This is an optimization exercise on Yosys and OpenROAD, whose aim is small area, a short achievable clock period and few clock cycles per item, not a production implementation. Function was checked by simulation only, so behaviour that the tests miss may differ from the original. Power and IR drop assume default switching activity.

==> flow/design.v, too long to show whole: its modules and the start of the top module <==
// module icu_fwd: 360 lines
// module icu_d125a: 40 lines
// module icu_d125b: 49 lines
// module icu_lt8: 15 lines
// module icu_pop16: 42 lines
// module icu_mac: 228 lines
// module icu_dstep: 9 lines
// module icu_invn: 328 lines
// module icu_add21: 7 lines
// module icu_quant: 332 lines
module icu_quant (
    input  wire        clk,
    input  wire        rst,
    input  wire        in_valid,
    output wire        in_ready,
    input  wire [23:0] in_rgb,
    output reg         out_valid,
    input  wire        out_ready,
    output reg  [23:0] out_lo,
    output reg  [23:0] out_hi,
    output reg  [7:0]  out_avg
);
  // ...
==> flow/run.sh <==
#!/bin/bash
# synth_recipe.tcl (not shown) runs the flow's synth.tcl, then flattens the netlist and writes it again
# the make line also repeats each setting of config.mk as NAME=value (left out here)
make -C /OpenROAD-flow-scripts/flow DESIGN_CONFIG=/design/flow/config.mk WORK_HOME=/design/flow/orfs CLKGATE_MAP_FILE= SYNTH_SCRIPT=/design/flow/synth_recipe.tcl finish
==> flow/config.mk <==
export PLATFORM = sky130hd
export DESIGN_NAME = icu_quant
export DESIGN_NICKNAME = icu_quant
export VERILOG_FILES = /design/flow/design.v
export SDC_FILE = /design/flow/constraint.sdc
export NUM_CORES = 4
export LEC_CHECK = 0
export CAP_MARGIN = 20
export CORE_MARGIN = 2
export CORE_UTILIZATION = 40
export SLEW_MARGIN = 20
==> flow/constraint.sdc <==
create_clock -name core_clock -period 22.0 [get_ports {clk}]
set_input_delay 4.4000 -clock core_clock [delete_from_list [all_inputs] [get_ports {clk}]]
set_output_delay 4.4000 -clock core_clock [all_outputs]
set_load 0.01 [all_outputs]
==> flow_summary_export.csv, run 1 <==
group,metric,value,unit
run_status,status,"timing/DRC/antenna clean",
layout,nFillCells,13150,
pwr,p_comb_frac,0.236,
layout,clkbuf_count,154,
route,drtPass1Iterations,5,
synthesis,synth_fa_ha_area_frac,0.2541,
synthesis,netlist_area,0.05729,mm^2
pwr,pwr-share-seq,0.408,
pwr,p_clk,2.14,mW
timing,tightest_slew,1.005,ns
synthesis,synth_top_family_by_area,"adder cells",
critical_path,worstReg2RegStart,"hi15$_DFF_P_",
layout,n_all_buffers,123,
layout,nNonClkInverters,744,
pwr,p_total,5.993,mW
synthesis,yosys_register_bits,1137,
route,wl_met2,55130,um
global_routing,use_met2,0.2744,
die,dieArea,0.1463,mm^2
place,post_dp_cell_area,0.06026,mm^2
synthesis,synth-edff-count,360,
route,highest_layer,"met5",
die,io_pins,86,
place,port_buffers,85,
layout,area_growth,12.68,%
synthesis,netlist_instances,5149,
synthesis,synth_area_leader_cell,"dfxtp_1",
global_routing,gr-max-usage-layer,"met2",
flow_run,cap_violations,0,
layout,final_util,0.4548,
route,drc,0,
pwr,p_clk_frac,0.356,
layout,largestClassByArea,"multi-input combinational cells",
worst_hold_path,min_path_type,"flip-flop to flip-flop",
route,wl,114200,um
Testbench counts, summed over its fixed seeds: cycles 6,456, items 384.
==> module icu_mac, before the edit <==
module icu_mac (
    input  wire [19:0] a,
    input  wire [7:0] c,
    input  wire [9:0] w,
    output wire [19:0] s
);
    wire n1 = c[0] & w[0];
    wire n2 = c[1] & w[0];
    wire n3 = c[2] & w[0];
    wire n4 = c[3] & w[0];
    wire n5 = c[4] & w[0];
    wire n6 = c[5] & w[0];
    wire n7 = c[6] & w[0];
    wire n8 = c[7] & w[0];
    wire n9 = c[0] & w[1];
    wire n10 = c[1] & w[1];
    wire n11 = c[2] & w[1];
    wire n12 = c[3] & w[1];
    wire n13 = c[4] & w[1];
    wire n14 = c[5] & w[1];
    wire n15 = c[6] & w[1];
    wire n16 = c[7] & w[1];
    wire n17 = c[0] & w[2];
    wire n18 = c[1] & w[2];
    wire n19 = c[2] & w[2];
    wire n20 = c[3] & w[2];
    wire n21 = c[4] & w[2];
    wire n22 = c[5] & w[2];
    wire n23 = c[6] & w[2];
    wire n24 = c[7] & w[2];
    wire n25 = c[0] & w[3];
    wire n26 = c[1] & w[3];
    wire n27 = c[2] & w[3];
    wire n28 = c[3] & w[3];
    wire n29 = c[4] & w[3];
    wire n30 = c[5] & w[3];
    wire n31 = c[6] & w[3];
    wire n32 = c[7] & w[3];
    wire n33 = c[0] & w[4];
    wire n34 = c[1] & w[4];
    wire n35 = c[2] & w[4];
    wire n36 = c[3] & w[4];
    wire n37 = c[4] & w[4];
    wire n38 = c[5] & w[4];
    wire n39 = c[6] & w[4];
    wire n40 = c[7] & w[4];
    wire n41 = c[0] & w[5];
    wire n42 = c[1] & w[5];
    wire n43 = c[2] & w[5];
    wire n44 = c[3] & w[5];
    wire n45 = c[4] & w[5];
    wire n46 = c[5] & w[5];
    wire n47 = c[6] & w[5];
    wire n48 = c[7] & w[5];
    wire n49 = c[0] & w[6];
    wire n50 = c[1] & w[6];
    wire n51 = c[2] & w[6];
    wire n52 = c[3] & w[6];
    wire n53 = c[4] & w[6];
    wire n54 = c[5] & w[6];
    wire n55 = c[6] & w[6];
    wire n56 = c[7] & w[6];
    wire n57 = c[0] & w[7];
    wire n58 = c[1] & w[7];
    wire n59 = c[2] & w[7];
    wire n60 = c[3] & w[7];
    wire n61 = c[4] & w[7];
    wire n62 = c[5] & w[7];
    wire n63 = c[6] & w[7];
    wire n64 = c[7] & w[7];
    wire n65 = c[0] & w[8];
    wire n66 = c[1] & w[8];
    wire n67 = c[2] & w[8];
    wire n68 = c[3] & w[8];
    wire n69 = c[4] & w[8];
    wire n70 = c[5] & w[8];
    wire n71 = c[6] & w[8];
    wire n72 = c[7] & w[8];
    wire n73 = c[0] & w[9];
    wire n74 = c[1] & w[9];
    wire n75 = c[2] & w[9];
    wire n76 = c[3] & w[9];
    wire n77 = c[4] & w[9];
    wire n78 = c[5] & w[9];
    wire n79 = c[6] & w[9];
    wire n80 = c[7] & w[9];
    wire n81 = a[5] ^ n6;
    wire n82 = a[5] & n6;
    wire n83 = a[6] ^ n7 ^ n14;
    wire n84 = (a[6] & n7) | (n14 & (a[6] ^ n7));
    wire n85 = n21 ^ n28;
    wire n86 = n21 & n28;
    wire n87 = a[7] ^ n8 ^ n15;
    wire n88 = (a[7] & n8) | (n15 & (a[7] ^ n8));
    wire n89 = n22 ^ n29 ^ n36;
    wire n90 = (n22 & n29) | (n36 & (n22 ^ n29));
    wire n91 = n43 ^ n50;
    wire n92 = n43 & n50;
    wire n93 = a[8] ^ n16 ^ n23;
    wire n94 = (a[8] & n16) | (n23 & (a[8] ^ n16));
    wire n95 = n30 ^ n37 ^ n44;
    wire n96 = (n30 & n37) | (n44 & (n30 ^ n37));
    wire n97 = n51 ^ n58 ^ n65;
    wire n98 = (n51 & n58) | (n65 & (n51 ^ n58));
    wire n99 = a[9] ^ n24 ^ n31;
    wire n100 = (a[9] & n24) | (n31 & (a[9] ^ n24));
    wire n101 = n38 ^ n45 ^ n52;
    wire n102 = (n38 & n45) | (n52 & (n38 ^ n45));
    wire n103 = n59 ^ n66 ^ n73;
    wire n104 = (n59 & n66) | (n73 & (n59 ^ n66));
    wire n105 = a[10] ^ n32 ^ n39;
    wire n106 = (a[10] & n32) | (n39 & (a[10] ^ n32));
    wire n107 = n46 ^ n53 ^ n60;
    wire n108 = (n46 & n53) | (n60 & (n46 ^ n53));
    wire n109 = n67 ^ n74;
    wire n110 = n67 & n74;
    wire n111 = a[11] ^ n40 ^ n47;
    wire n112 = (a[11] & n40) | (n47 & (a[11] ^ n40));
    wire n113 = n54 ^ n61 ^ n68;
    wire n114 = (n54 & n61) | (n68 & (n54 ^ n61));
    wire n115 = a[12] ^ n48 ^ n55;
    wire n116 = (a[12] & n48) | (n55 & (a[12] ^ n48));
    wire n117 = a[3] ^ n4;
    wire n118 = a[3] & n4;
    wire n119 = a[4] ^ n5 ^ n12;
    wire n120 = (a[4] & n5) | (n12 & (a[4] ^ n5));
    wire n121 = n19 ^ n26;
    wire n122 = n19 & n26;
    wire n123 = n81 ^ n13 ^ n20;
    wire n124 = (n81 & n13) | (n20 & (n81 ^ n13));
    wire n125 = n27 ^ n34 ^ n41;
    wire n126 = (n27 & n34) | (n41 & (n27 ^ n34));
    wire n127 = n82 ^ n83 ^ n85;
    wire n128 = (n82 & n83) | (n85 & (n82 ^ n83));
    wire n129 = n35 ^ n42 ^ n49;
    wire n130 = (n35 & n42) | (n49 & (n35 ^ n42));
    wire n131 = n84 ^ n86 ^ n87;
    wire n132 = (n84 & n86) | (n87 & (n84 ^ n86));
    wire n133 = n89 ^ n91 ^ n57;
    wire n134 = (n89 & n91) | (n57 & (n89 ^ n91));
    wire n135 = n88 ^ n90 ^ n92;
    wire n136 = (n88 & n90) | (n92 & (n88 ^ n90));
    wire n137 = n93 ^ n95 ^ n97;
    wire n138 = (n93 & n95) | (n97 & (n93 ^ n95));
    wire n139 = n94 ^ n96 ^ n98;
    wire n140 = (n94 & n96) | (n98 & (n94 ^ n96));
    wire n141 = n99 ^ n101 ^ n103;
    wire n142 = (n99 & n101) | (n103 & (n99 ^ n101));
    wire n143 = n100 ^ n102 ^ n104;
    wire n144 = (n100 & n102) | (n104 & (n100 ^ n102));
    wire n145 = n105 ^ n107 ^ n109;
    wire n146 = (n105 & n107) | (n109 & (n105 ^ n107));
    wire n147 = n106 ^ n108 ^ n110;
    wire n148 = (n106 & n108) | (n110 & (n106 ^ n108));
    wire n149 = n111 ^ n113 ^ n75;
    wire n150 = (n111 & n113) | (n75 & (n111 ^ n113));
    wire n151 = n112 ^ n114 ^ n115;
    wire n152 = (n112 & n114) | (n115 & (n112 ^ n114));
    wire n153 = n62 ^ n69 ^ n76;
    wire n154 = (n62 & n69) | (n76 & (n62 ^ n69));
    wire n155 = n116 ^ a[13] ^ n56;
    wire n156 = (n116 & a[13]) | (n56 & (n116 ^ a[13]));
    wire n157 = n63 ^ n70 ^ n77;
    wire n158 = (n63 & n70) | (n77 & (n63 ^ n70));
    wire n159 = a[14] ^ n64 ^ n71;
    wire n160 = (a[14] & n64) | (n71 & (a[14] ^ n64));
    wire n161 = a[2] ^ n3;
    wire n162 = a[2] & n3;
    wire n163 = n117 ^ n11 ^ n18;
    wire n164 = (n117 & n11) | (n18 & (n117 ^ n11));
    wire n165 = n118 ^ n119 ^ n121;
    wire n166 = (n118 & n119) | (n121 & (n118 ^ n119));
    wire n167 = n120 ^ n122 ^ n123;
    wire n168 = (n120 & n122) | (n123 & (n120 ^ n122));
    wire n169 = n124 ^ n126 ^ n127;
    wire n170 = (n124 & n126) | (n127 & (n124 ^ n126));
    wire n171 = n128 ^ n130 ^ n131;
    wire n172 = (n128 & n130) | (n131 & (n128 ^ n130));
    wire n173 = n132 ^ n134 ^ n135;
    wire n174 = (n132 & n134) | (n135 & (n132 ^ n134));
    wire n175 = n136 ^ n138 ^ n139;
    wire n176 = (n136 & n138) | (n139 & (n136 ^ n138));
    wire n177 = n140 ^ n142 ^ n143;
    wire n178 = (n140 & n142) | (n143 & (n140 ^ n142));
    wire n179 = n144 ^ n146 ^ n147;
    wire n180 = (n144 & n146) | (n147 & (n144 ^ n146));
    wire n181 = n148 ^ n150 ^ n151;
    wire n182 = (n148 & n150) | (n151 & (n148 ^ n150));
    wire n183 = n152 ^ n154 ^ n155;
    wire n184 = (n152 & n154) | (n155 & (n152 ^ n154));
    wire n185 = n156 ^ n158 ^ n159;
    wire n186 = (n156 & n158) | (n159 & (n156 ^ n158));
    wire n187 = n160 ^ a[15] ^ n72;
    wire n188 = (n160 & a[15]) | (n72 & (n160 ^ a[15]));
    wire n189 = a[1] ^ n2;
    wire n190 = a[1] & n2;
    wire n191 = n161 ^ n10 ^ n17;
    wire n192 = (n161 & n10) | (n17 & (n161 ^ n10));
    wire n193 = n162 ^ n163 ^ n25;
    wire n194 = (n162 & n163) | (n25 & (n162 ^ n163));
    wire n195 = n164 ^ n165 ^ n33;
    wire n196 = (n164 & n165) | (n33 & (n164 ^ n165));
    wire n197 = n166 ^ n167 ^ n125;
    wire n198 = (n166 & n167) | (n125 & (n166 ^ n167));
    wire n199 = n168 ^ n169 ^ n129;
    wire n200 = (n168 & n169) | (n129 & (n168 ^ n169));
    wire n201 = n170 ^ n171 ^ n133;
    wire n202 = (n170 & n171) | (n133 & (n170 ^ n171));
    wire n203 = n172 ^ n173 ^ n137;
    wire n204 = (n172 & n173) | (n137 & (n172 ^ n173));
    wire n205 = n174 ^ n175 ^ n141;
    wire n206 = (n174 & n175) | (n141 & (n174 ^ n175));
    wire n207 = n176 ^ n177 ^ n145;
    wire n208 = (n176 & n177) | (n145 & (n176 ^ n177));
    wire n209 = n178 ^ n179 ^ n149;
    wire n210 = (n178 & n179) | (n149 & (n178 ^ n179));
    wire n211 = n180 ^ n181 ^ n153;
    wire n212 = (n180 & n181) | (n153 & (n180 ^ n181));
    wire n213 = n182 ^ n183 ^ n157;
    wire n214 = (n182 & n183) | (n157 & (n182 ^ n183));
    wire n215 = n184 ^ n185 ^ n78;
    wire n216 = (n184 & n185) | (n78 & (n184 ^ n185));
    wire n217 = n186 ^ n187 ^ n79;
    wire n218 = (n186 & n187) | (n79 & (n186 ^ n187));
    wire n219 = n188 ^ a[16] ^ n80;
    wire n220 = (n188 & a[16]) | (n80 & (n188 ^ a[16]));
    assign s = {a[19], a[18], n220, n218, n216, n214, n212, n210, n208, n206, n204, n202, n200, n198, n196, n194, n192, n190, n189, a[0]} + {1'b0, 1'b0, a[17], n219, n217, n215, n213, n211, n209, n207, n205, n203, n201, n199, n197, n195, n193, n191, n9, n1};
endmodule
==> module icu_add21, before the edit <==
module icu_add21 (
    input  wire [20:0] a,
    input  wire [20:0] b,
    output wire [20:0] s
);
    assign s = a + b;
endmodule
==> inputs of run 2 (changes only) <==
--- a/flow/design.v
+++ b/flow/design.v
@@ -442,30 +442,30 @@
     wire n37 = a[5] ^ n36;
     wire n38 = a[5] & n36;
     wire n39 = a[6] ^ n38;
     wire n40 = a[6] & n38;
     wire n41 = a[7] ^ n40;
     wire n42 = a[7] & n40;
     assign q = {n42, n41, n39, n37, n35, n33, n31, n29, n27};
 endmodule
-module icu_lt8 (
+module icu_gt8 (
     input  wire [7:0] a,
-    input  wire [7:0] b,
-    output wire lt
+    input  wire [7:0] nb,
+    output wire gt
 );
-    wire n1 = a[0] | ~b[0];
-    wire n2 = (a[1] & ~b[1]) | (n1 & (a[1] | ~b[1]));
-    wire n3 = (a[2] & ~b[2]) | (n2 & (a[2] | ~b[2]));
-    wire n4 = (a[3] & ~b[3]) | (n3 & (a[3] | ~b[3]));
-    wire n5 = (a[4] & ~b[4]) | (n4 & (a[4] | ~b[4]));
-    wire n6 = (a[5] & ~b[5]) | (n5 & (a[5] | ~b[5]));
-    wire n7 = (a[6] & ~b[6]) | (n6 & (a[6] | ~b[6]));
-    wire n8 = (a[7] & ~b[7]) | (n7 & (a[7] | ~b[7]));
-    assign lt = ~n8;
+    wire n1 = a[0] & nb[0];
+    wire n2 = (a[1] & nb[1]) | (n1 & (a[1] | nb[1]));
+    wire n3 = (a[2] & nb[2]) | (n2 & (a[2] | nb[2]));
+    wire n4 = (a[3] & nb[3]) | (n3 & (a[3] | nb[3]));
+    wire n5 = (a[4] & nb[4]) | (n4 & (a[4] | nb[4]));
+    wire n6 = (a[5] & nb[5]) | (n5 & (a[5] | nb[5]));
+    wire n7 = (a[6] & nb[6]) | (n6 & (a[6] | nb[6]));
+    wire n8 = (a[7] & nb[7]) | (n7 & (a[7] | nb[7]));
+    assign gt = n8;
 endmodule
 module icu_pop16 (
     input  wire [15:0] v,
     output wire [4:0] n
 );
     wire n1 = v[0] ^ v[1] ^ v[2];
     wire n2 = (v[0] & v[1]) | (v[2] & (v[0] ^ v[1]));
     wire n3 = v[3] ^ v[4];
@@ -502,240 +502,296 @@
     wire n34 = (n26 & n27) | (n32 & (n26 ^ n27));
     wire n35 = n28 ^ n34;
     wire n36 = n28 & n34;
     assign n = {n36, n35, n33, n31, n29};
 endmodule
 module icu_mac (
     input  wire [19:0] a,
     input  wire [7:0] c,
-    input  wire [9:0] w,
+    input  wire [7:0] d,
     output wire [19:0] s
 );
-    wire n1 = c[0] & w[0];
-    wire n2 = c[1] & w[0];
-    wire n3 = c[2] & w[0];
-    wire n4 = c[3] & w[0];
-    wire n5 = c[4] & w[0];
-    wire n6 = c[5] & w[0];
-    wire n7 = c[6] & w[0];
-    wire n8 = c[7] & w[0];
-    wire n9 = c[0] & w[1];
-    wire n10 = c[1] & w[1];
-    wire n11 = c[2] & w[1];
-    wire n12 = c[3] & w[1];
-    wire n13 = c[4] & w[1];
-    wire n14 = c[5] & w[1];
-    wire n15 = c[6] & w[1];
-    wire n16 = c[7] & w[1];
-    wire n17 = c[0] & w[2];
-    wire n18 = c[1] & w[2];
-    wire n19 = c[2] & w[2];
-    wire n20 = c[3] & w[2];
-    wire n21 = c[4] & w[2];
-    wire n22 = c[5] & w[2];
-    wire n23 = c[6] & w[2];
-    wire n24 = c[7] & w[2];
-    wire n25 = c[0] & w[3];
-    wire n26 = c[1] & w[3];
-    wire n27 = c[2] & w[3];
-    wire n28 = c[3] & w[3];
-    wire n29 = c[4] & w[3];
-    wire n30 = c[5] & w[3];
-    wire n31 = c[6] & w[3];
-    wire n32 = c[7] & w[3];
-    wire n33 = c[0] & w[4];
-    wire n34 = c[1] & w[4];
-    wire n35 = c[2] & w[4];
-    wire n36 = c[3] & w[4];
-    wire n37 = c[4] & w[4];
-    wire n38 = c[5] & w[4];
-    wire n39 = c[6] & w[4];
-    wire n40 = c[7] & w[4];
-    wire n41 = c[0] & w[5];
-    wire n42 = c[1] & w[5];
-    wire n43 = c[2] & w[5];
-    wire n44 = c[3] & w[5];
-    wire n45 = c[4] & w[5];
-    wire n46 = c[5] & w[5];
-    wire n47 = c[6] & w[5];
-    wire n48 = c[7] & w[5];
-    wire n49 = c[0] & w[6];
-    wire n50 = c[1] & w[6];
-    wire n51 = c[2] & w[6];
-    wire n52 = c[3] & w[6];
-    wire n53 = c[4] & w[6];
-    wire n54 = c[5] & w[6];
-    wire n55 = c[6] & w[6];
-    wire n56 = c[7] & w[6];
-    wire n57 = c[0] & w[7];
-    wire n58 = c[1] & w[7];
-    wire n59 = c[2] & w[7];
-    wire n60 = c[3] & w[7];
-    wire n61 = c[4] & w[7];
-    wire n62 = c[5] & w[7];
-    wire n63 = c[6] & w[7];
-    wire n64 = c[7] & w[7];
-    wire n65 = c[0] & w[8];
-    wire n66 = c[1] & w[8];
-    wire n67 = c[2] & w[8];
-    wire n68 = c[3] & w[8];
-    wire n69 = c[4] & w[8];
-    wire n70 = c[5] & w[8];
-    wire n71 = c[6] & w[8];
-    wire n72 = c[7] & w[8];
-    wire n73 = c[0] & w[9];
-    wire n74 = c[1] & w[9];
-    wire n75 = c[2] & w[9];
-    wire n76 = c[3] & w[9];
-    wire n77 = c[4] & w[9];
-    wire n78 = c[5] & w[9];
-    wire n79 = c[6] & w[9];
-    wire n80 = c[7] & w[9];
-    wire n81 = a[5] ^ n6;
-    wire n82 = a[5] & n6;
-    wire n83 = a[6] ^ n7 ^ n14;
-    wire n84 = (a[6] & n7) | (n14 & (a[6] ^ n7));
-    wire n85 = n21 ^ n28;
-    wire n86 = n21 & n28;
-    wire n87 = a[7] ^ n8 ^ n15;
-    wire n88 = (a[7] & n8) | (n15 & (a[7] ^ n8));
-    wire n89 = n22 ^ n29 ^ n36;
-    wire n90 = (n22 & n29) | (n36 & (n22 ^ n29));
-    wire n91 = n43 ^ n50;
-    wire n92 = n43 & n50;
-    wire n93 = a[8] ^ n16 ^ n23;
-    wire n94 = (a[8] & n16) | (n23 & (a[8] ^ n16));
-    wire n95 = n30 ^ n37 ^ n44;
-    wire n96 = (n30 & n37) | (n44 & (n30 ^ n37));
-    wire n97 = n51 ^ n58 ^ n65;
-    wire n98 = (n51 & n58) | (n65 & (n51 ^ n58));
-    wire n99 = a[9] ^ n24 ^ n31;
-    wire n100 = (a[9] & n24) | (n31 & (a[9] ^ n24));
-    wire n101 = n38 ^ n45 ^ n52;
-    wire n102 = (n38 & n45) | (n52 & (n38 ^ n45));
-    wire n103 = n59 ^ n66 ^ n73;
-    wire n104 = (n59 & n66) | (n73 & (n59 ^ n66));
-    wire n105 = a[10] ^ n32 ^ n39;
-    wire n106 = (a[10] & n32) | (n39 & (a[10] ^ n32));
-    wire n107 = n46 ^ n53 ^ n60;
-    wire n108 = (n46 & n53) | (n60 & (n46 ^ n53));
-    wire n109 = n67 ^ n74;
-    wire n110 = n67 & n74;
-    wire n111 = a[11] ^ n40 ^ n47;
-    wire n112 = (a[11] & n40) | (n47 & (a[11] ^ n40));
-    wire n113 = n54 ^ n61 ^ n68;
-    wire n114 = (n54 & n61) | (n68 & (n54 ^ n61));
-    wire n115 = a[12] ^ n48 ^ n55;
-    wire n116 = (a[12] & n48) | (n55 & (a[12] ^ n48));
-    wire n117 = a[3] ^ n4;
-    wire n118 = a[3] & n4;
-    wire n119 = a[4] ^ n5 ^ n12;
-    wire n120 = (a[4] & n5) | (n12 & (a[4] ^ n5));
-    wire n121 = n19 ^ n26;
-    wire n122 = n19 & n26;
-    wire n123 = n81 ^ n13 ^ n20;
-    wire n124 = (n81 & n13) | (n20 & (n81 ^ n13));
-    wire n125 = n27 ^ n34 ^ n41;
-    wire n126 = (n27 & n34) | (n41 & (n27 ^ n34));
-    wire n127 = n82 ^ n83 ^ n85;
-    wire n128 = (n82 & n83) | (n85 & (n82 ^ n83));
-    wire n129 = n35 ^ n42 ^ n49;
-    wire n130 = (n35 & n42) | (n49 & (n35 ^ n42));
-    wire n131 = n84 ^ n86 ^ n87;
-    wire n132 = (n84 & n86) | (n87 & (n84 ^ n86));
-    wire n133 = n89 ^ n91 ^ n57;
-    wire n134 = (n89 & n91) | (n57 & (n89 ^ n91));
-    wire n135 = n88 ^ n90 ^ n92;
-    wire n136 = (n88 & n90) | (n92 & (n88 ^ n90));
-    wire n137 = n93 ^ n95 ^ n97;
-    wire n138 = (n93 & n95) | (n97 & (n93 ^ n95));
-    wire n139 = n94 ^ n96 ^ n98;
-    wire n140 = (n94 & n96) | (n98 & (n94 ^ n96));
-    wire n141 = n99 ^ n101 ^ n103;
-    wire n142 = (n99 & n101) | (n103 & (n99 ^ n101));
-    wire n143 = n100 ^ n102 ^ n104;
-    wire n144 = (n100 & n102) | (n104 & (n100 ^ n102));
-    wire n145 = n105 ^ n107 ^ n109;
-    wire n146 = (n105 & n107) | (n109 & (n105 ^ n107));
-    wire n147 = n106 ^ n108 ^ n110;
-    wire n148 = (n106 & n108) | (n110 & (n106 ^ n108));
-    wire n149 = n111 ^ n113 ^ n75;
-    wire n150 = (n111 & n113) | (n75 & (n111 ^ n113));
-    wire n151 = n112 ^ n114 ^ n115;
-    wire n152 = (n112 & n114) | (n115 & (n112 ^ n114));
-    wire n153 = n62 ^ n69 ^ n76;
-    wire n154 = (n62 & n69) | (n76 & (n62 ^ n69));
-    wire n155 = n116 ^ a[13] ^ n56;
-    wire n156 = (n116 & a[13]) | (n56 & (n116 ^ a[13]));
-    wire n157 = n63 ^ n70 ^ n77;
-    wire n158 = (n63 & n70) | (n77 & (n63 ^ n70));
-    wire n159 = a[14] ^ n64 ^ n71;
-    wire n160 = (a[14] & n64) | (n71 & (a[14] ^ n64));
-    wire n161 = a[2] ^ n3;
-    wire n162 = a[2] & n3;
-    wire n163 = n117 ^ n11 ^ n18;
-    wire n164 = (n117 & n11) | (n18 & (n117 ^ n11));
-    wire n165 = n118 ^ n119 ^ n121;
-    wire n166 = (n118 & n119) | (n121 & (n118 ^ n119));
-    wire n167 = n120 ^ n122 ^ n123;
-    wire n168 = (n120 & n122) | (n123 & (n120 ^ n122));
-    wire n169 = n124 ^ n126 ^ n127;
-    wire n170 = (n124 & n126) | (n127 & (n124 ^ n126));
-    wire n171 = n128 ^ n130 ^ n131;
-    wire n172 = (n128 & n130) | (n131 & (n128 ^ n130));
-    wire n173 = n132 ^ n134 ^ n135;
-    wire n174 = (n132 & n134) | (n135 & (n132 ^ n134));
-    wire n175 = n136 ^ n138 ^ n139;
-    wire n176 = (n136 & n138) | (n139 & (n136 ^ n138));
-    wire n177 = n140 ^ n142 ^ n143;
-    wire n178 = (n140 & n142) | (n143 & (n140 ^ n142));
-    wire n179 = n144 ^ n146 ^ n147;
-    wire n180 = (n144 & n146) | (n147 & (n144 ^ n146));
-    wire n181 = n148 ^ n150 ^ n151;
-    wire n182 = (n148 & n150) | (n151 & (n148 ^ n150));
-    wire n183 = n152 ^ n154 ^ n155;
-    wire n184 = (n152 & n154) | (n155 & (n152 ^ n154));
-    wire n185 = n156 ^ n158 ^ n159;
-    wire n186 = (n156 & n158) | (n159 & (n156 ^ n158));
-    wire n187 = n160 ^ a[15] ^ n72;
-    wire n188 = (n160 & a[15]) | (n72 & (n160 ^ a[15]));
-    wire n189 = a[1] ^ n2;
-    wire n190 = a[1] & n2;
-    wire n191 = n161 ^ n10 ^ n17;
-    wire n192 = (n161 & n10) | (n17 & (n161 ^ n10));
-    wire n193 = n162 ^ n163 ^ n25;
-    wire n194 = (n162 & n163) | (n25 & (n162 ^ n163));
-    wire n195 = n164 ^ n165 ^ n33;
-    wire n196 = (n164 & n165) | (n33 & (n164 ^ n165));
-    wire n197 = n166 ^ n167 ^ n125;
-    wire n198 = (n166 & n167) | (n125 & (n166 ^ n167));
-    wire n199 = n168 ^ n169 ^ n129;
-    wire n200 = (n168 & n169) | (n129 & (n168 ^ n169));
-    wire n201 = n170 ^ n171 ^ n133;
-    wire n202 = (n170 & n171) | (n133 & (n170 ^ n171));
-    wire n203 = n172 ^ n173 ^ n137;
-    wire n204 = (n172 & n173) | (n137 & (n172 ^ n173));
-    wire n205 = n174 ^ n175 ^ n141;
-    wire n206 = (n174 & n175) | (n141 & (n174 ^ n175));
-    wire n207 = n176 ^ n177 ^ n145;
-    wire n208 = (n176 & n177) | (n145 & (n176 ^ n177));
-    wire n209 = n178 ^ n179 ^ n149;
-    wire n210 = (n178 & n179) | (n149 & (n178 ^ n179));
-    wire n211 = n180 ^ n181 ^ n153;
-    wire n212 = (n180 & n181) | (n153 & (n180 ^ n181));
-    wire n213 = n182 ^ n183 ^ n157;
-    wire n214 = (n182 & n183) | (n157 & (n182 ^ n183));
-    wire n215 = n184 ^ n185 ^ n78;
-    wire n216 = (n184 & n185) | (n78 & (n184 ^ n185));
-    wire n217 = n186 ^ n187 ^ n79;
-    wire n218 = (n186 & n187) | (n79 & (n186 ^ n187));
-    wire n219 = n188 ^ a[16] ^ n80;
-    wire n220 = (n188 & a[16]) | (n80 & (n188 ^ a[16]));
-    assign s = {a[19], a[18], n220, n218, n216, n214, n212, n210, n208, n206, n204, n202, n200, n198, n196, n194, n192, n190, n189, a[0]} + {1'b0, 1'b0, a[17], n219, n217, n215, n213, n211, n209, n207, n205, n203, n201, n199, n197, n195, n193, n191, n9, n1};
+    wire n1 = d[7];
+    wire n2 = d[3];
+    wire n3 = d[1] | d[5];
+    wire n4 = d[0] | d[2] | d[4] | d[6];
+    wire n5 = (n1 & c[0]);
+    wire n6 = (n1 & c[1]) | (n2 & c[0]);
+    wire n7 = (n1 & c[2]) | (n2 & c[1]) | (n3 & c[0]);
+    wire n8 = (n1 & c[3]) | (n2 & c[2]) | (n3 & c[1]) | (n4 & c[0]);
+    wire n9 = (n1 & c[4]) | (n2 & c[3]) | (n3 & c[2]) | (n4 & c[1]);
+    wire n10 = (n1 & c[5]) | (n2 & c[4]) | (n3 & c[3]) | (n4 & c[2]);
+    wire n11 = (n1 & c[6]) | (n2 & c[5]) | (n3 & c[4]) | (n4 & c[3]);
+    wire n12 = (n1 & c[7]) | (n2 & c[6]) | (n3 & c[5]) | (n4 & c[4]);
+    wire n13 = (n2 & c[7]) | (n3 & c[6]) | (n4 & c[5]);
+    wire n14 = (n3 & c[7]) | (n4 & c[6]);
+    wire n15 = (n4 & c[7]);
+    wire n16 = d[5] | d[7];
+    wire n17 = d[2] | d[3] | d[6];
+    wire n18 = d[1] | d[4];
+    wire n19 = d[0];
+    wire n20 = (n16 & c[0]);
+    wire n21 = (n16 & c[1]) | (n17 & c[0]);
+    wire n22 = (n16 & c[2]) | (n17 & c[1]) | (n18 & c[0]);
+    wire n23 = (n16 & c[3]) | (n17 & c[2]) | (n18 & c[1]) | (n19 & c[0]);
+    wire n24 = (n16 & c[4]) | (n17 & c[3]) | (n18 & c[2]) | (n19 & c[1]);
+    wire n25 = (n16 & c[5]) | (n17 & c[4]) | (n18 & c[3]) | (n19 & c[2]);
+    wire n26 = (n16 & c[6]) | (n17 & c[5]) | (n18 & c[4]) | (n19 & c[3]);
+    wire n27 = (n16 & c[7]) | (n17 & c[6]) | (n18 & c[5]) | (n19 & c[4]);
+    wire n28 = (n17 & c[7]) | (n18 & c[6]) | (n19 & c[5]);
+    wire n29 = (n18 & c[7]) | (n19 & c[6]);
+    wire n30 = (n19 & c[7]);
+    wire n31 = d[6] | d[7];
+    wire n32 = d[3];
+    wire n33 = d[1] | d[4] | d[5];
+    wire n34 = d[0] | d[2];
+    wire n35 = (n31 & c[0]);
+    wire n36 = (n31 & c[1]) | (n32 & c[0]);
+    wire n37 = (n31 & c[2]) | (n32 & c[1]) | (n33 & c[0]);
+    wire n38 = (n31 & c[3]) | (n32 & c[2]) | (n33 & c[1]) | (n34 & c[0]);
+    wire n39 = (n31 & c[4]) | (n32 & c[3]) | (n33 & c[2]) | (n34 & c[1]);
+    wire n40 = (n31 & c[5]) | (n32 & c[4]) | (n33 & c[3]) | (n34 & c[2]);
+    wire n41 = (n31 & c[6]) | (n32 & c[5]) | (n33 & c[4]) | (n34 & c[3]);
+    wire n42 = (n31 & c[7]) | (n32 & c[6]) | (n33 & c[5]) | (n34 & c[4]);
+    wire n43 = (n32 & c[7]) | (n33 & c[6]) | (n34 & c[5]);
+    wire n44 = (n33 & c[7]) | (n34 & c[6]);
+    wire n45 = (n34 & c[7]);
+    wire n46 = d[6] | d[7];
+    wire n47 = d[3];
+    wire n48 = d[1];
+    wire n49 = d[0];
+    wire n50 = (n46 & c[0]);
+    wire n51 = (n46 & c[1]) | (n47 & c[0]);
+    wire n52 = (n46 & c[2]) | (n47 & c[1]) | (n48 & c[0]);
+    wire n53 = (n46 & c[3]) | (n47 & c[2]) | (n48 & c[1]) | (n49 & c[0]);
+    wire n54 = (n46 & c[4]) | (n47 & c[3]) | (n48 & c[2]) | (n49 & c[1]);
+    wire n55 = (n46 & c[5]) | (n47 & c[4]) | (n48 & c[3]) | (n49 & c[2]);
+    wire n56 = (n46 & c[6]) | (n47 & c[5]) | (n48 & c[4]) | (n49 & c[3]);
+    wire n57 = (n46 & c[7]) | (n47 & c[6]) | (n48 & c[5]) | (n49 & c[4]);
+    wire n58 = (n47 & c[7]) | (n48 & c[6]) | (n49 & c[5]);
+    wire n59 = (n48 & c[7]) | (n49 & c[6]);
+    wire n60 = (n49 & c[7]);
+    wire n61 = n11 ^ n23;
+    wire n62 = n11 & n23;
+    wire n63 = n12 ^ n24 ^ n37;
+    wire n64 = (n12 & n24) | (n37 & (n12 ^ n24));
+    wire n65 = n13 ^ n25 ^ n38;
+    wire n66 = (n13 & n25) | (n38 & (n13 ^ n25));
+    wire n67 = n14 ^ n26 ^ n39;
+    wire n68 = (n14 & n26) | (n39 & (n14 ^ n26));
+    wire n69 = n15 ^ n27 ^ n40;
+    wire n70 = (n15 & n27) | (n40 & (n15 ^ n27));
+    wire n71 = n28 ^ n41;
+    wire n72 = n28 & n41;
+    wire n73 = n29 ^ n42;
+    wire n74 = n29 & n42;
+    wire n75 = n30 ^ n43;
+    wire n76 = n30 & n43;
+    wire n77 = n10 ^ n22;
+    wire n78 = n10 & n22;
+    wire n79 = n61 ^ n36 ^ n50;
+    wire n80 = (n61 & n36) | (n50 & (n61 ^ n36));
+    wire n81 = n62 ^ n63 ^ n51;
+    wire n82 = (n62 & n63) | (n51 & (n62 ^ n63));
+    wire n83 = n64 ^ n65 ^ n52;
+    wire n84 = (n64 & n65) | (n52 & (n64 ^ n65));
+    wire n85 = n66 ^ n67 ^ n53;
+    wire n86 = (n66 & n67) | (n53 & (n66 ^ n67));
+    wire n87 = n68 ^ n69 ^ n54;
+    wire n88 = (n68 & n69) | (n54 & (n68 ^ n69));
+    wire n89 = n70 ^ n71 ^ n55;
+    wire n90 = (n70 & n71) | (n55 & (n70 ^ n71));
+    wire n91 = n72 ^ n73 ^ n56;
+    wire n92 = (n72 & n73) | (n56 & (n72 ^ n73));
+    wire n93 = n74 ^ n75 ^ n57;
+    wire n94 = (n74 & n75) | (n57 & (n74 ^ n75));
+    wire n95 = n76 ^ n44 ^ n58;
+    wire n96 = (n76 & n44) | (n58 & (n76 ^ n44));
+    wire n97 = n45 ^ n59;
+    wire n98 = n45 & n59;
+    wire n99 = n8 ^ n20;
+    wire n100 = n8 & n20;
+    wire n101 = n9 ^ n21 ^ a[4];
+    wire n102 = (n9 & n21) | (a[4] & (n9 ^ n21));
+    wire n103 = n77 ^ n35 ^ a[5];
+    wire n104 = (n77 & n35) | (a[5] & (n77 ^ n35));
+    wire n105 = n78 ^ n79 ^ a[6];
+    wire n106 = (n78 & n79) | (a[6] & (n78 ^ n79));
+    wire n107 = n80 ^ n81 ^ a[7];
+    wire n108 = (n80 & n81) | (a[7] & (n80 ^ n81));
+    wire n109 = n82 ^ n83 ^ a[8];
+    wire n110 = (n82 & n83) | (a[8] & (n82 ^ n83));
+    wire n111 = n84 ^ n85 ^ a[9];
+    wire n112 = (n84 & n85) | (a[9] & (n84 ^ n85));
+    wire n113 = n86 ^ n87 ^ a[10];
+    wire n114 = (n86 & n87) | (a[10] & (n86 ^ n87));
+    wire n115 = n88 ^ n89 ^ a[11];
+    wire n116 = (n88 & n89) | (a[11] & (n88 ^ n89));
+    wire n117 = n90 ^ n91 ^ a[12];
+    wire n118 = (n90 & n91) | (a[12] & (n90 ^ n91));
+    wire n119 = n92 ^ n93 ^ a[13];
+    wire n120 = (n92 & n93) | (a[13] & (n92 ^ n93));
+    wire n121 = n94 ^ n95 ^ a[14];
+    wire n122 = (n94 & n95) | (a[14] & (n94 ^ n95));
+    wire n123 = n96 ^ n97 ^ a[15];
+    wire n124 = (n96 & n97) | (a[15] & (n96 ^ n97));
+    wire n125 = n98 ^ n60 ^ a[16];
+    wire n126 = (n98 & n60) | (a[16] & (n98 ^ n60));
+    wire n127 = n5 ^ a[0];
+    wire n128 = n5 & a[0];
+    wire n129 = n6 ^ a[1];
+    wire n130 = n6 & a[1];
+    wire n131 = n7 ^ a[2];
+    wire n132 = n7 & a[2];
+    wire n133 = n99 ^ a[3];
+    wire n134 = n99 & a[3];
+    wire n135 = n100 ^ n101;
+    wire n136 = n100 & n101;
+    wire n137 = n102 ^ n103;
+    wire n138 = n102 & n103;
+    wire n139 = n104 ^ n105;
+    wire n140 = n104 & n105;
+    wire n141 = n106 ^ n107;
+    wire n142 = n106 & n107;
+    wire n143 = n108 ^ n109;
+    wire n144 = n108 & n109;
+    wire n145 = n110 ^ n111;
+    wire n146 = n110 & n111;
+    wire n147 = n112 ^ n113;
+    wire n148 = n112 & n113;
+    wire n149 = n114 ^ n115;
+    wire n150 = n114 & n115;
+    wire n151 = n116 ^ n117;
+    wire n152 = n116 & n117;
+    wire n153 = n118 ^ n119;
+    wire n154 = n118 & n119;
+    wire n155 = n120 ^ n121;
+    wire n156 = n120 & n121;
+    wire n157 = n122 ^ n123;
+    wire n158 = n122 & n123;
+    wire n159 = n124 ^ n125;
+    wire n160 = n124 & n125;
+    wire n161 = n126 ^ a[17];
+    wire n162 = n126 & a[17];
+    wire n163 = n129 & n128;
+    wire n164 = n130 | n163;
+    wire n165 = n129 & n127;
+    wire n166 = n133 & n132;
+    wire n167 = n134 | n166;
+    wire n168 = n133 & n131;
+    wire n169 = n137 & n136;
+    wire n170 = n138 | n169;
+    wire n171 = n137 & n135;
+    wire n172 = n141 & n140;
+    wire n173 = n142 | n172;
+    wire n174 = n141 & n139;
+    wire n175 = n145 & n144;
+    wire n176 = n146 | n175;
+    wire n177 = n145 & n143;
+    wire n178 = n149 & n148;
+    wire n179 = n150 | n178;
+    wire n180 = n149 & n147;
+    wire n181 = n153 & n152;
+    wire n182 = n154 | n181;
+    wire n183 = n153 & n151;
+    wire n184 = n157 & n156;
+    wire n185 = n158 | n184;
+    wire n186 = n157 & n155;
+    wire n187 = n161 & n160;
+    wire n188 = n162 | n187;
+    wire n189 = n161 & n159;
+    wire n190 = a[19] & a[18];
+    wire n191 = n168 & n164;
+    wire n192 = n167 | n191;
+    wire n193 = n168 & n165;
+    wire n194 = n174 & n170;
+    wire n195 = n173 | n194;
+    wire n196 = n174 & n171;
+    wire n197 = n180 & n176;
+    wire n198 = n179 | n197;
+    wire n199 = n180 & n177;
+    wire n200 = n186 & n182;
+    wire n201 = n185 | n200;
+    wire n202 = n186 & n183;
+    wire n203 = n190 & n188;
+    wire n204 = n190 & n189;
+    wire n205 = n196 & n192;
+    wire n206 = n195 | n205;
+    wire n207 = n196 & n193;
+    wire n208 = n202 & n198;
+    wire n209 = n201 | n208;
+    wire n210 = n202 & n199;
+    wire n211 = n210 & n206;
+    wire n212 = n209 | n211;
+    wire n213 = n210 & n207;
+    wire n214 = n199 & n206;
+    wire n215 = n198 | n214;
+    wire n216 = n199 & n207;
+    wire n217 = n204 & n212;
+    wire n218 = n203 | n217;
+    wire n219 = n204 & n213;
+    wire n220 = n171 & n192;
+    wire n221 = n170 | n220;
+    wire n222 = n171 & n193;
+    wire n223 = n177 & n206;
+    wire n224 = n176 | n223;
+    wire n225 = n177 & n207;
+    wire n226 = n183 & n215;
+    wire n227 = n182 | n226;
+    wire n228 = n183 & n216;
+    wire n229 = n189 & n212;
+    wire n230 = n188 | n229;
+    wire n231 = n189 & n213;
+    wire n232 = n131 & n164;
+    wire n233 = n132 | n232;
+    wire n234 = n131 & n165;
+    wire n235 = n135 & n192;
+    wire n236 = n136 | n235;
+    wire n237 = n135 & n193;
+    wire n238 = n139 & n221;
+    wire n239 = n140 | n238;
+    wire n240 = n139 & n222;
+    wire n241 = n143 & n206;
+    wire n242 = n144 | n241;
+    wire n243 = n143 & n207;
+    wire n244 = n147 & n224;
+    wire n245 = n148 | n244;
+    wire n246 = n147 & n225;
+    wire n247 = n151 & n215;
+    wire n248 = n152 | n247;
+    wire n249 = n151 & n216;
+    wire n250 = n155 & n227;
+    wire n251 = n156 | n250;
+    wire n252 = n155 & n228;
+    wire n253 = n159 & n212;
+    wire n254 = n160 | n253;
+    wire n255 = n159 & n213;
+    wire n256 = a[18] & n230;
+    wire n257 = a[18] & n231;
+    wire n258 = n129 ^ n128;
+    wire n259 = n131 ^ n164;
+    wire n260 = n133 ^ n233;
+    wire n261 = n135 ^ n192;
+    wire n262 = n137 ^ n236;
+    wire n263 = n139 ^ n221;
+    wire n264 = n141 ^ n239;
+    wire n265 = n143 ^ n206;
+    wire n266 = n145 ^ n242;
+    wire n267 = n147 ^ n224;
+    wire n268 = n149 ^ n245;
+    wire n269 = n151 ^ n215;
+    wire n270 = n153 ^ n248;
+    wire n271 = n155 ^ n227;
+    wire n272 = n157 ^ n251;
+    wire n273 = n159 ^ n212;
+    wire n274 = n161 ^ n254;
+    wire n275 = a[18] ^ n230;
+    wire n276 = a[19] ^ n256;
+    assign s = {n276, n275, n274, n273, n272, n271, n270, n269, n268, n267, n266, n265, n264, n263, n262, n261, n260, n259, n258, n127};
 endmodule
 module icu_dstep (
     input  wire [19:0] r,
     output wire [19:0] o
 );
     wire [12:0] d = {1'b0, r[19:8]} + 13'd3007;
     wire ge = d[12];
     wire [10:0] h = ge ? d[10:0] : r[18:8];
@@ -1069,17 +1125,181 @@
     assign ns = {n275, n313, n311, n309, n307, n305, n303, n301, n299, n297, n295, n293, n291, n289, n287, n285, n283, n281, n279, n277, n276};
     assign nc = {1'b1, n314, n312, n310, n308, n306, n304, n302, n300, n298, n296, n294, n292, n290, n288, n286, n284, n282, n280, n278, n88};
 endmodule
 module icu_add21 (
     input  wire [20:0] a,
     input  wire [20:0] b,
     output wire [20:0] s
 );
-    assign s = a + b;
+    wire n1 = a[0] ^ b[0];
+    wire n2 = a[0] & b[0];
+    wire n3 = a[1] ^ b[1];
+    wire n4 = a[1] & b[1];
+    wire n5 = a[2] ^ b[2];
+    wire n6 = a[2] & b[2];
+    wire n7 = a[3] ^ b[3];
+    wire n8 = a[3] & b[3];
+    wire n9 = a[4] ^ b[4];
+    wire n10 = a[4] & b[4];
+    wire n11 = a[5] ^ b[5];
+    wire n12 = a[5] & b[5];
+    wire n13 = a[6] ^ b[6];
+    wire n14 = a[6] & b[6];
+    wire n15 = a[7] ^ b[7];
+    wire n16 = a[7] & b[7];
+    wire n17 = a[8] ^ b[8];
+    wire n18 = a[8] & b[8];
+    wire n19 = a[9] ^ b[9];
+    wire n20 = a[9] & b[9];
+    wire n21 = a[10] ^ b[10];
+    wire n22 = a[10] & b[10];
+    wire n23 = a[11] ^ b[11];
+    wire n24 = a[11] & b[11];
+    wire n25 = a[12] ^ b[12];
+    wire n26 = a[12] & b[12];
+    wire n27 = a[13] ^ b[13];
+    wire n28 = a[13] & b[13];
+    wire n29 = a[14] ^ b[14];
+    wire n30 = a[14] & b[14];
+    wire n31 = a[15] ^ b[15];
+    wire n32 = a[15] & b[15];
+    wire n33 = a[16] ^ b[16];
+    wire n34 = a[16] & b[16];
+    wire n35 = a[17] ^ b[17];
+    wire n36 = a[17] & b[17];
+    wire n37 = a[18] ^ b[18];
+    wire n38 = a[18] & b[18];
+    wire n39 = a[19] ^ b[19];
+    wire n40 = a[19] & b[19];
+    wire n41 = a[20] ^ b[20];
+    wire n42 = a[20] & b[20];
+    wire n43 = n3 & n2;
+    wire n44 = n4 | n43;
+    wire n45 = n3 & n1;
+    wire n46 = n7 & n6;
+    wire n47 = n8 | n46;
+    wire n48 = n7 & n5;
+    wire n49 = n11 & n10;
+    wire n50 = n12 | n49;
+    wire n51 = n11 & n9;
+    wire n52 = n15 & n14;
+    wire n53 = n16 | n52;
+    wire n54 = n15 & n13;
+    wire n55 = n19 & n18;
+    wire n56 = n20 | n55;
+    wire n57 = n19 & n17;
+    wire n58 = n23 & n22;
+    wire n59 = n24 | n58;
+    wire n60 = n23 & n21;
+    wire n61 = n27 & n26;
+    wire n62 = n28 | n61;
+    wire n63 = n27 & n25;
+    wire n64 = n31 & n30;
+    wire n65 = n32 | n64;
+    wire n66 = n31 & n29;
+    wire n67 = n35 & n34;
+    wire n68 = n36 | n67;
+    wire n69 = n35 & n33;
+    wire n70 = n39 & n38;
+    wire n71 = n40 | n70;
+    wire n72 = n39 & n37;
+    wire n73 = n48 & n44;
+    wire n74 = n47 | n73;
+    wire n75 = n48 & n45;
+    wire n76 = n54 & n50;
+    wire n77 = n53 | n76;
+    wire n78 = n54 & n51;
+    wire n79 = n60 & n56;
+    wire n80 = n59 | n79;
+    wire n81 = n60 & n57;
+    wire n82 = n66 & n62;
+    wire n83 = n65 | n82;
+    wire n84 = n66 & n63;
+    wire n85 = n72 & n68;
+    wire n86 = n71 | n85;
+    wire n87 = n72 & n69;
+    wire n88 = n78 & n74;
+    wire n89 = n77 | n88;
+    wire n90 = n78 & n75;
+    wire n91 = n84 & n80;
+    wire n92 = n83 | n91;
+    wire n93 = n84 & n81;
+    wire n94 = n93 & n89;
+    wire n95 = n92 | n94;
+    wire n96 = n93 & n90;
+    wire n97 = n81 & n89;
+    wire n98 = n80 | n97;
+    wire n99 = n81 & n90;
+    wire n100 = n87 & n95;
+    wire n101 = n86 | n100;
+    wire n102 = n87 & n96;
+    wire n103 = n51 & n74;
+    wire n104 = n50 | n103;
+    wire n105 = n51 & n75;
+    wire n106 = n57 & n89;
+    wire n107 = n56 | n106;
+    wire n108 = n57 & n90;
+    wire n109 = n63 & n98;
+    wire n110 = n62 | n109;
+    wire n111 = n63 & n99;
+    wire n112 = n69 & n95;
+    wire n113 = n68 | n112;
+    wire n114 = n69 & n96;
+    wire n115 = n5 & n44;
+    wire n116 = n6 | n115;
+    wire n117 = n5 & n45;
+    wire n118 = n9 & n74;
+    wire n119 = n10 | n118;
+    wire n120 = n9 & n75;
+    wire n121 = n13 & n104;
+    wire n122 = n14 | n121;
+    wire n123 = n13 & n105;
+    wire n124 = n17 & n89;
+    wire n125 = n18 | n124;
+    wire n126 = n17 & n90;
+    wire n127 = n21 & n107;
+    wire n128 = n22 | n127;
+    wire n129 = n21 & n108;
+    wire n130 = n25 & n98;
+    wire n131 = n26 | n130;
+    wire n132 = n25 & n99;
+    wire n133 = n29 & n110;
+    wire n134 = n30 | n133;
+    wire n135 = n29 & n111;
+    wire n136 = n33 & n95;
+    wire n137 = n34 | n136;
+    wire n138 = n33 & n96;
+    wire n139 = n37 & n113;
+    wire n140 = n38 | n139;
+    wire n141 = n37 & n114;
+    wire n142 = n41 & n101;
+    wire n143 = n42 | n142;
+    wire n144 = n41 & n102;
+    wire n145 = n3 ^ n2;
+    wire n146 = n5 ^ n44;
+    wire n147 = n7 ^ n116;
+    wire n148 = n9 ^ n74;
+    wire n149 = n11 ^ n119;
+    wire n150 = n13 ^ n104;
+    wire n151 = n15 ^ n122;
+    wire n152 = n17 ^ n89;
+    wire n153 = n19 ^ n125;
+    wire n154 = n21 ^ n107;
+    wire n155 = n23 ^ n128;
+    wire n156 = n25 ^ n98;
+    wire n157 = n27 ^ n131;
+    wire n158 = n29 ^ n110;
+    wire n159 = n31 ^ n134;
+    wire n160 = n33 ^ n95;
+    wire n161 = n35 ^ n137;
+    wire n162 = n37 ^ n113;
+    wire n163 = n39 ^ n140;
+    wire n164 = n41 ^ n101;
+    assign s = {n164, n163, n162, n161, n160, n159, n158, n157, n156, n155, n154, n153, n152, n151, n150, n149, n148, n147, n146, n145, n1};
 endmodule
 module icu_quant (
     input  wire        clk,
     input  wire        rst,
     input  wire        in_valid,
     output wire        in_ready,
     input  wire [23:0] in_rgb,
     output reg         out_valid,
@@ -1147,21 +1367,22 @@
     reg [15:0] rv;               
     reg [15:0] rt;               
     reg        cur_tag;          
     reg [3:0]  w_cnt;            
     reg        proc_active;
     reg [3:0]  pcnt;
     wire        wr = v3;
     wire [15:0] cur;
-    wire [15:0] lt;
+    wire [15:0] lt;              
+    wire [7:0]  nw_y = ~w_y;
     generate
         for (gi = 0; gi < 16; gi = gi + 1) begin : g_cmp
             assign cur[gi] = rv[gi] && (rt[gi] == cur_tag);
-            icu_lt8 u_lt (.a(w_y), .b(ry[gi]), .lt(lt[gi]));
+            icu_gt8 u_lt (.a(ry[gi]), .nb(nw_y), .gt(lt[gi]));
         end
     endgenerate
     wire [15:0] inc = {16{wr}} & cur & lt;
     reg  [15:0] le_q;
     reg         fresh0;
     wire [4:0]  nrank;
     icu_pop16 u_pop (.v(le_q), .n(nrank));
     always @(posedge clk) begin
@@ -1201,18 +1422,25 @@
             cur_tag <= cur_tag ^ complete_now;
             w_cnt   <= w_cnt + {3'd0, wr};
         end
     end
     reg        full_pending;
     reg        acc_done;
     reg        f_busy;
     wire       acc_busy = proc_active | acc_done;
+    reg  [3:0] fcnt;             
+    reg  [3:0] ch;               
+    wire       ph_run = (ch != 4'd0) || (f_busy && fcnt[3] && !out_valid);
+    wire       f_rel  = ph_run && (ch == 4'd5);      
+    wire [4:0] need = 5'd16 - {1'b0, w_cnt};
+    wire       f_ok = f_free | (f_busy & fcnt[3] & (ch != 4'd0) & (ch <= 4'd5) &
+                                ({1'b0, ch} + need >= 5'd6));
     wire       f_free   = !f_busy;
-    wire       start_ok = f_free | !acc_busy;
+    wire       start_ok = f_free | f_rel | !acc_busy;
     wire       start_now = (full_pending | complete_now) &
                            (!proc_active | (pcnt == 4'd15)) & start_ok;
     always @(posedge clk) begin
         if (rst) begin
             proc_active  <= 1'b0;
             pcnt         <= 4'd0;
             full_pending <= 1'b0;
         end else begin
@@ -1235,52 +1463,39 @@
     wire la_full = rv[LOOK] && (rt[LOOK] != cur_tag);
     reg  [4:0] a_tot;
     wire [4:0] a_tot_m = a_tot - {complete_now, 4'd0};
     wire complete_soon = a_tot[4] | (acc_now & (a_tot[3:0] == 4'hf));
     always @(posedge clk) begin
         if (rst) a_tot <= 5'd0;
         else     a_tot <= acc_now ? a_tot_m + 5'd1 : a_tot_m;
     end
-    wire rdy_next = la_free | (la_full & proc_active) | (la_cur & complete_soon & f_free);
+    wire rdy_next = la_free | (la_full & proc_active) | (la_cur & complete_soon & f_ok);
     always @(posedge clk) begin
         if (rst) rdy <= 1'b0;
         else     rdy <= rdy_next;
     end
     wire [3:0] nrk15 = rk[14] + {3'd0, inc[14]};
     wire       nhi15 = nrk15[3];
     wire [2:0] widx  = nhi15 ? ~nrk15[2:0] : nrk15[2:0];
-    reg  [9:0] wnext;
-    always @(*) begin
-        case (widx)
-            3'd0: wnext = 10'd840;
-            3'd1: wnext = 10'd420;
-            3'd2: wnext = 10'd280;
-            3'd3: wnext = 10'd210;
-            3'd4: wnext = 10'd168;
-            3'd5: wnext = 10'd140;
-            3'd6: wnext = 10'd120;
-            default: wnext = 10'd105;
-        endcase
-    end
-    reg [9:0] w15;
+    reg [7:0] d15;               
     reg       hi15;
     always @(posedge clk) begin
-        w15  <= wnext;
+        d15  <= 8'd1 << widx;
         hi15 <= nhi15;
     end
     reg [19:0] lo_y, lo_cb, lo_cr;
     reg [19:0] hi_y, hi_cb, hi_cr;
     reg [11:0] bsum;
     wire        first = proc_active && (pcnt == 4'd0);
     wire        last  = proc_active && (pcnt == 4'd15);
     wire [19:0] sum_y, sum_cb, sum_cr;
-    icu_mac u_ay  (.a(first ? 20'd0 : (hi15 ? hi_y  : lo_y)),  .c(ry[15]),  .w(w15), .s(sum_y));
-    icu_mac u_acb (.a(first ? 20'd0 : (hi15 ? hi_cb : lo_cb)), .c(rcb[15]), .w(w15), .s(sum_cb));
-    icu_mac u_acr (.a(first ? 20'd0 : (hi15 ? hi_cr : lo_cr)), .c(rcr[15]), .w(w15), .s(sum_cr));
+    icu_mac u_ay  (.a(first ? 20'd0 : (hi15 ? hi_y  : lo_y)),  .c(ry[15]),  .d(d15), .s(sum_y));
+    icu_mac u_acb (.a(first ? 20'd0 : (hi15 ? hi_cb : lo_cb)), .c(rcb[15]), .d(d15), .s(sum_cb));
+    icu_mac u_acr (.a(first ? 20'd0 : (hi15 ? hi_cr : lo_cr)), .c(rcr[15]), .d(d15), .s(sum_cr));
     wire [11:0] sum_b = (first ? 12'd0 : bsum) + {4'd0, ry[15]};
     always @(posedge clk) begin
         if (proc15 && !hi15) begin
             lo_y  <= sum_y;
             lo_cb <= sum_cb;
             lo_cr <= sum_cr;
         end else if (first) begin
             lo_y  <= 20'd0;
@@ -1298,113 +1513,103 @@
         end
         if (proc15)
             bsum <= sum_b;
         else if (first)
             bsum <= 12'd0;
     end
     reg [19:0] f0, f1, f2, f3, f4, f5;
     reg [7:0]  f_avg;
-    reg [2:0]  fcnt;
-    reg        q_busy;
-    wire       xfer   = acc_done && f_free;
-    wire       f_last = f_busy && (fcnt == 3'd7);
-    wire       f_move = f_last && !q_busy;
-    wire       f_step = f_busy && (!f_last || !q_busy);
+    wire       xfer    = acc_done && f_free;
+    wire       f_div   = f_busy && !fcnt[3];
     wire [19:0] d0, d1, d2, d3, d4, d5;
     icu_dstep u_d0 (.r(f0), .o(d0));
     icu_dstep u_d1 (.r(f1), .o(d1));
     icu_dstep u_d2 (.r(f2), .o(d2));
     icu_dstep u_d3 (.r(f3), .o(d3));
     icu_dstep u_d4 (.r(f4), .o(d4));
     icu_dstep u_d5 (.r(f5), .o(d5));
     always @(posedge clk) begin
         if (xfer) begin
             f0 <= lo_y;  f1 <= lo_cb; f2 <= lo_cr;
             f3 <= hi_y;  f4 <= hi_cb; f5 <= hi_cr;
             f_avg <= bsum[11:4];
-            fcnt  <= 3'd0;
-        end else if (f_step && !f_last) begin
+            fcnt  <= 4'd0;
+        end else if (f_div) begin
             f0 <= d0; f1 <= d1; f2 <= d2;
             f3 <= d3; f4 <= d4; f5 <= d5;
-            fcnt <= fcnt + 3'd1;
+            fcnt <= fcnt + 4'd1;
         end
         if (rst) begin
             acc_done <= 1'b0;
             f_busy   <= 1'b0;
         end else begin
             if (last)      acc_done <= 1'b1;
             else if (xfer) acc_done <= 1'b0;
-            if (xfer)        f_busy <= 1'b1;
-            else if (f_move) f_busy <= 1'b0;
+            if (xfer)       f_busy <= 1'b1;
+            else if (f_rel) f_busy <= 1'b0;
         end
     end
-    reg [7:0] qlo_y, qlo_cb, qlo_cr, qhi_y, qhi_cb, qhi_cr, q_avg;
-    reg [3:0] ch;
-    wire      ph_run  = q_busy && !out_valid;
-    wire      ph_half = (ch >= 4'd3);
-    wire [1:0] ph_sel = ph_half ? (ch[1:0] - 2'd3) : ch[1:0];
+    wire [3:0] ch_next = ph_run ? ((ch == 4'd8) ? 4'd0 : ch + 4'd1) : ch;
+    reg        ph_half;
+    reg  [1:0] ph_sel;
+    always @(posedge clk) begin
+        ph_half <= (ch_next >= 4'd3);
+        ph_sel  <= (ch_next >= 4'd3) ? (ch_next[1:0] - 2'd3) : ch_next[1:0];
+    end
     wire [20:0] inv_ns, inv_nc;
     icu_invn u_invn (
         .sel(ph_sel),
-        .y (ph_half ? qhi_y  : qlo_y),
-        .cb(ph_half ? qhi_cb : qlo_cb),
-        .cr(ph_half ? qhi_cr : qlo_cr),
+        .y (ph_half ? f3[7:0] : f0[7:0]),
+        .cb(ph_half ? f4[7:0] : f1[7:0]),
+        .cr(ph_half ? f5[7:0] : f2[7:0]),
         .ns(inv_ns), .nc(inv_nc)
     );
     reg [20:0] i1_ns, i1_nc;
     reg [20:0] i2_n;
     reg [7:0]  i3_a;
     reg [9:0]  i3_t;
     reg        i3_neg, i3_sat;
+    reg [7:0]  i_avg;
     wire [20:0] i1_n;
     icu_add21 u_iadd (.a(i1_ns), .b(i1_nc), .s(i1_n));
     wire [7:0] ia;
     wire [9:0] it;
     icu_d125a u_ida (.x(i2_n[17:3]), .a(ia), .t(it));
     wire [8:0] iq;
     icu_d125b u_idb (.a(i3_a), .t(i3_t), .q(iq));
     wire [7:0] inv_q = i3_neg ? 8'd0 : i3_sat ? 8'd255 : iq[7:0];
     always @(posedge clk) begin
-        if (f_move) begin
-            qlo_y <= d0[7:0]; qlo_cb <= d1[7:0]; qlo_cr <= d2[7:0];
-            qhi_y <= d3[7:0]; qhi_cb <= d4[7:0]; qhi_cr <= d5[7:0];
-            q_avg <= f_avg;
-        end
         i1_ns  <= inv_ns;
         i1_nc  <= inv_nc;
         i2_n   <= i1_n;
         i3_a   <= ia;
         i3_t   <= it;
         i3_neg <= i2_n[20];
         i3_sat <= (i2_n[19:18] != 2'd0) || (i2_n[17:3] >= 15'd32000);
+        if (f_rel)
+            i_avg <= f_avg;
         if (ph_run) begin
             case (ch)
                 4'd3: out_lo[23:16] <= inv_q;
                 4'd4: out_lo[15:8]  <= inv_q;
                 4'd5: out_lo[7:0]   <= inv_q;
                 4'd6: out_hi[23:16] <= inv_q;
                 4'd7: out_hi[15:8]  <= inv_q;
                 4'd8: begin
                     out_hi[7:0] <= inv_q;
-                    out_avg     <= q_avg;
+                    out_avg     <= i_avg;
                 end
                 default: ;
             endcase
         end
         if (rst) begin
-            q_busy    <= 1'b0;
             ch        <= 4'd0;
             out_valid <= 1'b0;
         end else begin
-            if (f_move)
-                q_busy <= 1'b1;
-            else if (ph_run && ch == 4'd8)
-                q_busy <= 1'b0;
-            if (ph_run)
-                ch <= (ch == 4'd8) ? 4'd0 : ch + 4'd1;
+            ch <= ch_next;
             if (out_valid && out_ready)
                 out_valid <= 1'b0;
             else if (ph_run && ch == 4'd8)
                 out_valid <= 1'b1;
         end
     end
 endmodule
==> flow/flow/run.sh (new file) <==
#!/bin/bash
# The standard layout (the standard.sh, all steps), with the port
# buffers made with a regular buf_4 cell, and the timing repair steps
# aiming at a 5.5 ns period instead of only meeting the 22 ns clock.
# The full output goes to standard.log in this folder.
set -e
export BUFFER_PORTS_ARGS="-buffer_cell sky130_fd_sc_hd__buf_4"
export SETUP_SLACK_MARGIN=16.5
bash standard.sh > standard.log 2>&1
==> flow/standard.sh (new file) <==
#!/bin/bash
# synth_recipe.tcl (not shown) runs the flow's synth.tcl, then flattens the netlist and writes it again
# the make line also repeats each setting of config.mk as NAME=value (left out here)
make -C /OpenROAD-flow-scripts/flow DESIGN_CONFIG=/design/flow/config.mk WORK_HOME=/design/flow/orfs CLKGATE_MAP_FILE= SYNTH_SCRIPT=/design/flow/synth_recipe.tcl "${@:-finish}"
removed: flow/run.sh
==> flow_summary_export.csv, run 2 <==
group,metric,value,unit
critical_path,crit_path_end_kind,"output port",
timing,fin_crit_sh,0.2613,
timing,finalHoldViolCount,0,
layout,area_growth,12.86,%
timing,clock_skew,0.01984,ns
timing,fmax,174.0,MHz
clock_tree,cts_num_sinks,1090,
global_routing,grt_max_degree,84,
place,dp_slack,15.49,ns
die,rows,133,
route,viasPerCell,4.925,
clock_tree,cts-root-buf,"clkbuf_16",
pwr,ir_worst_vdd,0.08859,mV
clock_tree,numCtsBuffers,110,
timing,tightest_slew,1.033,ns
synthesis,synth_sequential_area_ratio,0.4728,
worst_hold_path,min_path_type,"flip-flop to flip-flop",
timing,setup_viol,0,
layout,final_util,0.4541,
global_routing,grt_use_total,0.1606,
synthesis,netlist_instances,4572,
synthesis,ys_warn_count,9,
synthesis,ys_top_cells_by_area,"dfxtp_1, edfxtp_1, fa_1",
timing,layout_min_cycle_time,5.748,ns
route,drc,0,
critical_path,regToRegSetupSlack,16.61,ns
clock_tree,cts_max_level,3,
synthesis,synth-edff-count,312,
critical_path,cp_max_fo,1,
synthesis,synthTopCellsByCount,"dfxtp_1, inv_1, fa_1",
critical_path,crit_cells,1,
timing,setup_slack,16.25,ns
critical_path,startpoint_type,"flip-flop",
die,design.core.area,0.1311,mm^2
layout,nFillCells,12060,
synthesis,yosysUniqueCellTypes,71,
critical_path,cp.buffers_inverters,1,
synthesis,synth_area_leader_cell,"dfxtp_1",
die,start_util,0.4024,
pwr,p_per_area,116.4,mW/mm^2
timing,tns,0,ns
die,die_w,367.2,um
critical_path,critical_path_class,"flip-flop to output port",
layout,fin_nets,5423,
synthesis,syn_nets,5349,
critical_path,crit_chain,"buf_6",
clock_tree,clk_path_buf_depth,3,
route,drtIter0Drc,2310,
timing,max-slew-margin-rel,0.3111,
place,post-dp-hpwl,76010,um
route,wire_per_inst,16.53,um
die,io_pins,86,
critical_path,crit_path_top_delay_cell,"edfxtp_1",
critical_path,worstReg2RegStart,"d15[0]$_SDFF_PP0_",
die,die_h,367.2,um
synthesis,async_reset_ff_frac,0,
global_routing,grt.overflow.total,0,
clock_tree,cts_tree,"done",
route,wl,107300,um
critical_path,startpoint,"out_avg[5]$_DFFE_PP_",
run_status,status,"timing/DRC/antenna clean",
synthesis,synthFlopType,"dfxtp_1",
critical_path,worstPathArrival,1.35,ns
route,drtPass1Iterations,10,
global_routing,antenna_found_initial,0,
layout,drive_gt1_frac,0.09294,
critical_path,reg2regPathDepth,19,
layout,layout_commonest_cell,"dfxtp_1",
layout,layout_common_cells,"dfxtp_1, inv_1, fa_1",
critical_path,critical_path.top_delay_family,"flip-flops",
critical_path,slowest_delay,0.48,ns
synthesis,yosys_register_bits,1090,
clock_tree,insertion_delay,0.70,ns
pwr,p_leak,25.44,nW
place,port_buffers,85,
global_routing,grt_pass1_wl,174800,um
timing,rsz0062_at_grt,"true",
critical_path,rr_endpoint,"lo_y[19]$_SDFFCE_PN0P_",
synthesis,netlist_area,0.05276,mm^2
synthesis,synth_top_area_share,0.2952,
place,globalplace.congestion,0.8571,
route,ant_nets,0,
critical_path,cp_data_required_time,17.60,ns
synthesis,syn_area_per_cell,11.54,um^2
timing,drv_slew,0,
flow_run,cap_violations,0,
clock_tree,cts_hold_buf,0,
route,vias,31960,
die,dieArea,0.1348,mm^2
synthesis,synthMostInstantiatedCell,"dfxtp_1",
critical_path,cp-endpoint,"out_avg[5]",
layout,reg.largest.list,"rcb: 128 flops, rcr: 128 flops, ry: 128 flops",
global_routing,grt_pass1_vias,32910,
clock_tree,clk_pin_slew,0.06,ns
## run 2: cell count changes after synthesis, sizes merged, moves of 48 or more
cell and delta:
fa -75, and2 -75, a21oi -48, nand2 -142, a222oi +51, inv -203
edfxtp -48
## run 2: stage by stage
step | std cells | total power [mW] | cell area [um^2] | hold slack, ns
final | 6490 | 6.932 | 59550 | 0.3111
after global routing | 6489 | 7.591 | 59540 | 0.3129
after global placement | 6275 | 5.072 | 55240 | 0.3097
after floorplan | 4572 | 4.455 | 52770 | 0.3096
after CTS | 6479 | 7.067 | 59230 | 0.3119
after detailed placement | 6275 | 5.126 | 55240 | 0.3121
## run 2: power by group
group	internal (mW)	total [mW]	switching, mW
logic	1.11	2.50	1.39
registers	2.37	2.53	0.156
clock network	1.12	1.90	0.780
total	4.61	6.93	2.33
## run 2: what timing repair did
item | 4_1_cts | 5_1_grt
setup endpoints to repair | 118 | 99
resized for setup | 61 | 44
gates cloned | 2 | 3
pin swaps | 5 | 18
setup buffers | 2 | 7
## run 2: worst min path at each step
stage / startpoint / endpoint / slack (ns) / cells past startpoint
finish: rcr[2][0]$_DFF_P_ / rcr[3][0]$_DFF_P_ / 0.31 / 0
global route: rcr[4][0]$_DFF_P_ / rcr[5][0]$_DFF_P_ / 0.31 / 0
CTS: rcr[4][0]$_DFF_P_ / rcr[5][0]$_DFF_P_ / 0.31 / 0
detailed placement: rcb[10][4]$_DFF_P_ / rcb[11][4]$_DFF_P_ / 0.31 / 0
global placement: rcr[11][4]$_DFF_P_ / rcr[12][4]$_DFF_P_ / 0.31 / 0
floorplan: i2_n[20]$_DFF_P_ / i3_neg$_DFF_P_ / 0.31 / 0
## run 2: cell type report
type,count,area [um^2],area share
multi-input combinational,2773,25400,0.4265
sequential,1090,24960,0.4192
clock buffer,159,3307,0.05554
tap,1755,2196,0.03688
inverter,544,2044,0.03433
timing repair buffer,127,1191,0.02000
clock inverter,41,444.2,0.007459
antenna,1,2.502,0.00004202
## run 2: layer usage
layer / track usage / part of all wire
met3: 0.02613 / 0.047
met4: 0.04516 / 0.024
met1: 0.2110 / 0.44
met5: 0 / 0
met2: 0.2730 / 0.49
## run 2: cell families after synthesis
group,Yosys count,synth area share
AOI/OAI and AO/OA,577,0.07743
xor gates and xnor gates,201,0.03336
adders and majority gates,807,0.2471
buffers and inverters,713,0.05079
DFF,1090,0.4728
muxes,125,0.02511
and+or+nand+nor,1059,0.09348
Testbench counts of run 2, summed over its fixed seeds: cycles 6,456, items 384.

## separate check: timing with driven ports
Ports are ideal in the flow. The routed layouts listed here were re-timed in OpenROAD. Step 1, drivers: a clkbuf_16 drives clk and a buf_2 each remaining input, both assumed. Step 2 times the ports against the registers' clock, not the clock port: input delays grow and output delays shrink by t, the midpoint of the rising clock arrivals with the driver on. Three values: ideal ports, drivers, drivers and shift; two values: the first two.
run | t, ns | slack for setup (ns)
run 1 | 0.790 | 15.848 / 15.837 / 15.733
run 2 | 0.764 | 16.252 / 16.179 / 16.231
After both steps every run listed still meets setup and hold.
